This design comes from an exercise in tuning for small area, a short achievable clock period and few clock cycles per item on the open sky130 flow, not from production work.
The RTL was checked by simulation tests, not by an equivalence proof against the original design.

==> module bac_encoder, before the edit <==
module bac_encoder (
    input  wire       clk,
    input  wire       rst,
    input  wire       in_valid,
    output wire       in_ready,
    input  wire [1:0] in_kind,
    input  wire [7:0] in_byte,
    output wire       out_valid,
    input  wire       out_ready,
    output wire [7:0] out_byte
);
    wire adv;
    reg  [9:0] fq0, fq1;
    reg  [1:0] fcount;
    assign in_ready = (fcount != 2'd2);
    wire push = in_valid && in_ready;
    wire pop  = adv && (fcount != 2'd0);
    always @(posedge clk) begin
        if (rst) begin
            fcount <= 2'd0;
        end else begin
            fcount <= fcount + {1'b0, push} - {1'b0, pop};
            if (pop) begin
                fq0 <= (fcount == 2'd2) ? fq1 : {in_kind, in_byte};
                if (push) fq1 <= {in_kind, in_byte};
            end else if (push) begin
                if (fcount == 2'd0) fq0 <= {in_kind, in_byte};
                else fq1 <= {in_kind, in_byte};
            end
        end
    end
    wire       c_fin = fq0[9];
    wire [8:0] sym   = fq0[8] ? 9'd256 : {1'b0, fq0[7:0]};
    wire        tv, tfin;
    wire [14:0] tlo, thi, tt;
    bac_table u_table (
        .clk(clk), .rst(rst), .adv(adv), .pop(pop), .c_fin(c_fin), .sym(sym),
        .tv(tv), .tfin(tfin), .tlo(tlo), .thi(thi), .tt(tt));
    wire        cv, cfin;
    wire [32:0] qL, qH;
    bac_div u_div (
        .clk(clk), .rst(rst), .adv(adv),
        .tv(tv), .tfin(tfin), .tlo(tlo), .thi(thi), .tt(tt),
        .cv(cv), .cfin(cfin), .qL(qL), .qH(qH));
    bac_coder u_coder (
        .clk(clk), .rst(rst), .cv(cv), .cfin(cfin), .qL(qL), .qH(qH), .adv(adv),
        .out_valid(out_valid), .out_ready(out_ready), .out_byte(out_byte));
endmodule
==> module bac_table, before the edit <==
module bac_table (
    input  wire        clk,
    input  wire        rst,
    input  wire        adv,
    input  wire        pop,
    input  wire        c_fin,
    input  wire [8:0]  sym,
    output reg         tv,
    output reg         tfin,
    output reg  [14:0] tlo,
    output reg  [14:0] thi,
    output reg  [14:0] tt
);
    reg [14:0] L [0:15][1:15];
    reg [14:0] B [1:16];
    reg [14:0] T;
    reg        frozen;
    wire        eof     = sym[8];
    wire [3:0]  kb      = sym[7:4];
    wire [3:0]  jb      = sym[3:0];
    wire        do_init = rst || (adv && pop && c_fin);
    wire        do_inc  = adv && pop && !c_fin && !frozen;
    reg  [14:0] R [1:15];
    integer k, j;
    always @(*) begin
        for (j = 1; j <= 15; j = j + 1) begin
            R[j] = 15'd0;
            for (k = 0; k < 16; k = k + 1)
                R[j] = R[j] | ({15{kb == k}} & L[k][j]);
        end
    end
    wire [14:0] W [1:15];
    genvar g, h, i;
    generate
        for (g = 1; g <= 15; g = g + 1) begin : wb
            wire [14:0] jv = g;
            assign W[g] = do_init ? jv : (R[g] + {14'd0, (jb < g)});
        end
        for (h = 0; h < 16; h = h + 1) begin : blk
            wire we = do_init || (do_inc && !eof && (kb == h));
            for (g = 1; g <= 15; g = g + 1) begin : ent
                always @(posedge clk)
                    if (we) L[h][g] <= W[g];
            end
        end
        for (h = 1; h <= 16; h = h + 1) begin : bas
            wire [14:0] iv = 16 * h;
            wire        inc = do_inc && !eof && (kb < h);
            wire [14:0] ones;
            assign ones[0] = 1'b1;
            for (i = 1; i < 15; i = i + 1) begin : on
                assign ones[i] = &B[h][i-1:0];
            end
            always @(posedge clk)
                B[h] <= do_init ? iv : (B[h] ^ ({15{inc}} & ones));
        end
    endgenerate
    always @(posedge clk)
        T <= do_init ? 15'd257 : (T + {14'd0, do_inc});
    reg  [14:0] bk, bk1, llo, lhi;
    always @(*) begin
        bk  = 15'd0;
        bk1 = 15'd0;
        for (k = 1; k <= 16; k = k + 1) begin
            bk  = bk  | ({15{{eof, kb} == k}} & B[k]);
            bk1 = bk1 | ({15{{eof, kb} == k - 1}} & B[k]);
        end
        llo = 15'd0;
        lhi = 15'd0;
        for (j = 1; j <= 15; j = j + 1) begin
            llo = llo | ({15{jb == j}} & R[j]);
            lhi = lhi | ({15{jb == j - 1}} & R[j]);
        end
    end
    wire [14:0] lo_v = bk + llo;
    wire [14:0] hi_v = eof ? T : ((jb == 4'd15) ? bk1 : (bk + lhi));
    always @(posedge clk) begin
        if (rst) begin
            tv     <= 1'b0;
            frozen <= 1'b0;
        end else if (adv) begin
            tv   <= pop;
            tfin <= c_fin;
            tlo  <= lo_v;
            thi  <= hi_v;
            tt   <= T;
            if (pop) begin
                if (c_fin)
                    frozen <= 1'b0;
                else if (!frozen && T == 15'd32766)
                    frozen <= 1'b1;
            end
        end
    end
endmodule
export LEC_CHECK = 0
export CAP_MARGIN = 20
export CORE_MARGIN = 2
export CORE_UTILIZATION = 60
export CTS_CLUSTER_DIAMETER = 100
export CTS_CLUSTER_SIZE = 20
export GPL_ROUTABILITY_DRIVEN = 1
export GPL_TIMING_DRIVEN = 1
export PLACE_DENSITY = 0.75
export SETUP_SLACK_MARGIN = 5
export SLEW_MARGIN = 20
export TNS_END_PERCENT = 100
create_clock -name core_clock -period 16.0 [get_ports {clk}]
standard.sh (not shown) runs the stock make flow with config.mk's settings and CLKGATE_MAP_FILE= SYNTH_SCRIPT=/design/flow/synth_recipe.tcl, a recipe that flattens the netlist after the stock synthesis.
==> flow/flow/run.sh <==
#!/bin/bash
# Own layout flow.
#  1. the standard synthesis, unchanged (standard.sh synth).
#  2. The netlist's combinational logic is mapped again, region by region
#     (flow/regions.py, flow/remap.sh), each region handed to ABC on its own
#     so that it is mapped against its own critical path rather than the
#     whole design's:
#       - the cells feeding the coder's interval registers, the rest of the
#         coder, and the divider: cells (full/half adders too) turned into
#         their logic functions and mapped with a delay-driven script
#         (flow/resyn.abc: structural choices, mapping against a 5 ns target
#         with the library's load-dependent delays, buffering and sizing;
#         flow/resyn_loop.abc, a 4.5 ns target, for the interval registers);
#       - the table and the rest keep the standard mapping.
#     The registers keep their instance names and cell types, as do the tie
#     cells.
#  3. The rest of the standard flow (standard.sh finish) with
#     SETUP_SLACK_MARGIN raised, so that repair_timing works on every path
#     longer than (clock period - margin).  Clock period and constraints are
#     the standard flow's.
# Each tool's output goes to a log file of its own in this folder.
set -euo pipefail
MARGIN=${MARGIN:-8}
bash standard.sh synth > flow_synth.log 2>&1

R=orfs/results/${FLOW_PLATFORM:-sky130hd}/bac_encoder/base
LIB=$FLOW_HOME/platforms/sky130hd/lib/sky130_fd_sc_hd__tt_025C_1v80.lib
YOSYS=$FLOW_HOME/../tools/install/yosys/bin/yosys
[[ -x $YOSYS ]] || YOSYS=yosys
TOP=${FLOW_TOP:-bac_encoder}
cp $R/1_2_yosys.v $R/1_2_yosys_standard.v
mkdir -p regions
printf 'set_driving_cell sky130_fd_sc_hd__buf_1\nset_load 5\n' > regions/abc.constr
python3 flow/regions.py $LIB $R/1_2_yosys_standard.v $TOP regions \
  "$(cat flow/region0.txt)" '^\\u_coder\.' '^\\u_div\.' '^\\u_table\.' > flow_regions.log 2>&1
SCRIPT_r0=$PWD/flow/resyn_loop.abc bash flow/remap.sh $LIB $YOSYS regions $TOP "0 1 2" \
  $PWD/flow/resyn.abc $PWD/regions/abc.constr flow/dont_use.txt \
  $R/1_2_yosys.v "3 4" > flow_remap.log 2>&1
rm -f $R/1_synth.odb $R/1_synth.sdc

if grep -q 'SETUP_SLACK_MARGIN=' standard.sh; then
  sed "s/SETUP_SLACK_MARGIN=[^ ']*/SETUP_SLACK_MARGIN=${MARGIN}/" standard.sh > standard_tight.sh
else
  sed "s/CLKGATE_MAP_FILE= /CLKGATE_MAP_FILE= SETUP_SLACK_MARGIN=${MARGIN} /" standard.sh > standard_tight.sh
fi
bash standard_tight.sh finish > flow_layout.log 2>&1
test -f out/final.def
Other scripts of this flow, unchanged in this note and not shown: flow/flow/dont_use.txt, flow/flow/region0.txt, flow/flow/regions.py, flow/flow/remap.sh, flow/flow/resyn.abc, flow/flow/resyn_loop.abc
Testbench counts at the start, summed over its fixed seeds: cycles 10,962, symbols 10,794.
Rerun with:
--- a/flow/design.v
+++ b/flow/design.v
@@ -9,33 +9,44 @@
     input  wire       out_ready,
     output wire [7:0] out_byte
 );
     wire adv;
-    reg  [9:0] fq0, fq1;
-    reg  [1:0] fcount;
+    reg  [9:0]  fq0, fq1;
+    reg  [15:0] fb0, fb1;
+    reg  [1:0]  fcount;
     assign in_ready = (fcount != 2'd2);
     wire push = in_valid && in_ready;
     wire pop  = adv && (fcount != 2'd0);
+    wire [15:0] in_blk = in_kind[0] ? 16'd0 : (16'd1 << in_byte[7:4]);
     always @(posedge clk) begin
         if (rst) begin
             fcount <= 2'd0;
         end else begin
             fcount <= fcount + {1'b0, push} - {1'b0, pop};
             if (pop) begin
                 fq0 <= (fcount == 2'd2) ? fq1 : {in_kind, in_byte};
-                if (push) fq1 <= {in_kind, in_byte};
+                fb0 <= (fcount == 2'd2) ? fb1 : in_blk;
+                if (push) begin
+                    fq1 <= {in_kind, in_byte};
+                    fb1 <= in_blk;
+                end
             end else if (push) begin
-                if (fcount == 2'd0) fq0 <= {in_kind, in_byte};
-                else fq1 <= {in_kind, in_byte};
+                if (fcount == 2'd0) begin
+                    fq0 <= {in_kind, in_byte};
+                    fb0 <= in_blk;
+                end else begin
+                    fq1 <= {in_kind, in_byte};
+                    fb1 <= in_blk;
+                end
             end
         end
     end
     wire       c_fin = fq0[9];
     wire [8:0] sym   = fq0[8] ? 9'd256 : {1'b0, fq0[7:0]};
     wire        tv, tfin;
     wire [14:0] tlo, thi, tt;
     bac_table u_table (
-        .clk(clk), .rst(rst), .adv(adv), .pop(pop), .c_fin(c_fin), .sym(sym),
+        .clk(clk), .rst(rst), .adv(adv), .pop(pop), .c_fin(c_fin), .sym(sym), .bsel(fb0),
         .tv(tv), .tfin(tfin), .tlo(tlo), .thi(thi), .tt(tt));
     wire        cv, cfin;
     wire [32:0] qL, qH;
     bac_div u_div (
@@ -52,8 +63,9 @@
     input  wire        adv,
     input  wire        pop,
     input  wire        c_fin,
     input  wire [8:0]  sym,
+    input  wire [15:0] bsel,      
     output reg         tv,
     output reg         tfin,
     output reg  [14:0] tlo,
     output reg  [14:0] thi,
@@ -73,9 +85,9 @@
     always @(*) begin
         for (j = 1; j <= 15; j = j + 1) begin
             R[j] = 15'd0;
             for (k = 0; k < 16; k = k + 1)
-                R[j] = R[j] | ({15{kb == k}} & L[k][j]);
+                R[j] = R[j] | ({15{bsel[k]}} & L[k][j]);
         end
     end
     wire [14:0] W [1:15];
     genvar g, h, i;
@@ -84,9 +96,9 @@
             wire [14:0] jv = g;
             assign W[g] = do_init ? jv : (R[g] + {14'd0, (jb < g)});
         end
         for (h = 0; h < 16; h = h + 1) begin : blk
-            wire we = do_init || (do_inc && !eof && (kb == h));
+            wire we = do_init || (do_inc && bsel[h]);
             for (g = 1; g <= 15; g = g + 1) begin : ent
                 always @(posedge clk)
                     if (we) L[h][g] <= W[g];
             end
The new run completed with no timing, DRC or antenna violations.
Utilization rises by 0.78 points.
Final area rises by 2.0%.
Worst hold slack is worse by 0.059 ns.
First-iteration DRC count rises by 11%.
Global-route usage rises by 0.41 points.
Worst setup slack is worse by 0.081 ns.
Testbench counts after the change, summed over its fixed seeds: cycles 10,962, symbols 10,794.

## re-timing with driven ports
Ports are ideal in the flow. The routed layouts listed here were re-timed in OpenROAD. Step 1 (the two cells are an assumption about what drives the block):
set clk [get_ports {clk}]
set_driving_cell -lib_cell sky130_fd_sc_hd__clkbuf_16 $clk
set_driving_cell -lib_cell sky130_fd_sc_hd__buf_2 [delete_from_list [all_inputs] $clk]
Step 2 adds t to the input delays and takes it off the output delays; t is the mean of the earliest and latest rising clock arrival at the registers after step 1. Input paths then give back, and output paths get back, about the clock's delay inside the block. Three values: ideal ports, drivers, drivers and shift; two values: the first two.
run	t (ns)	setup slack, ns	worst hold slack (ns)	worst setup path at the end
the first run	1.090	7.951 / 7.951 / 7.951	0.402 / 0.402 / 0.402	register to register
the second run	1.091	7.870 / 7.870 / 7.870	0.343 / 0.343 / 0.343	register to register
After both steps setup and hold are still met in every run listed.
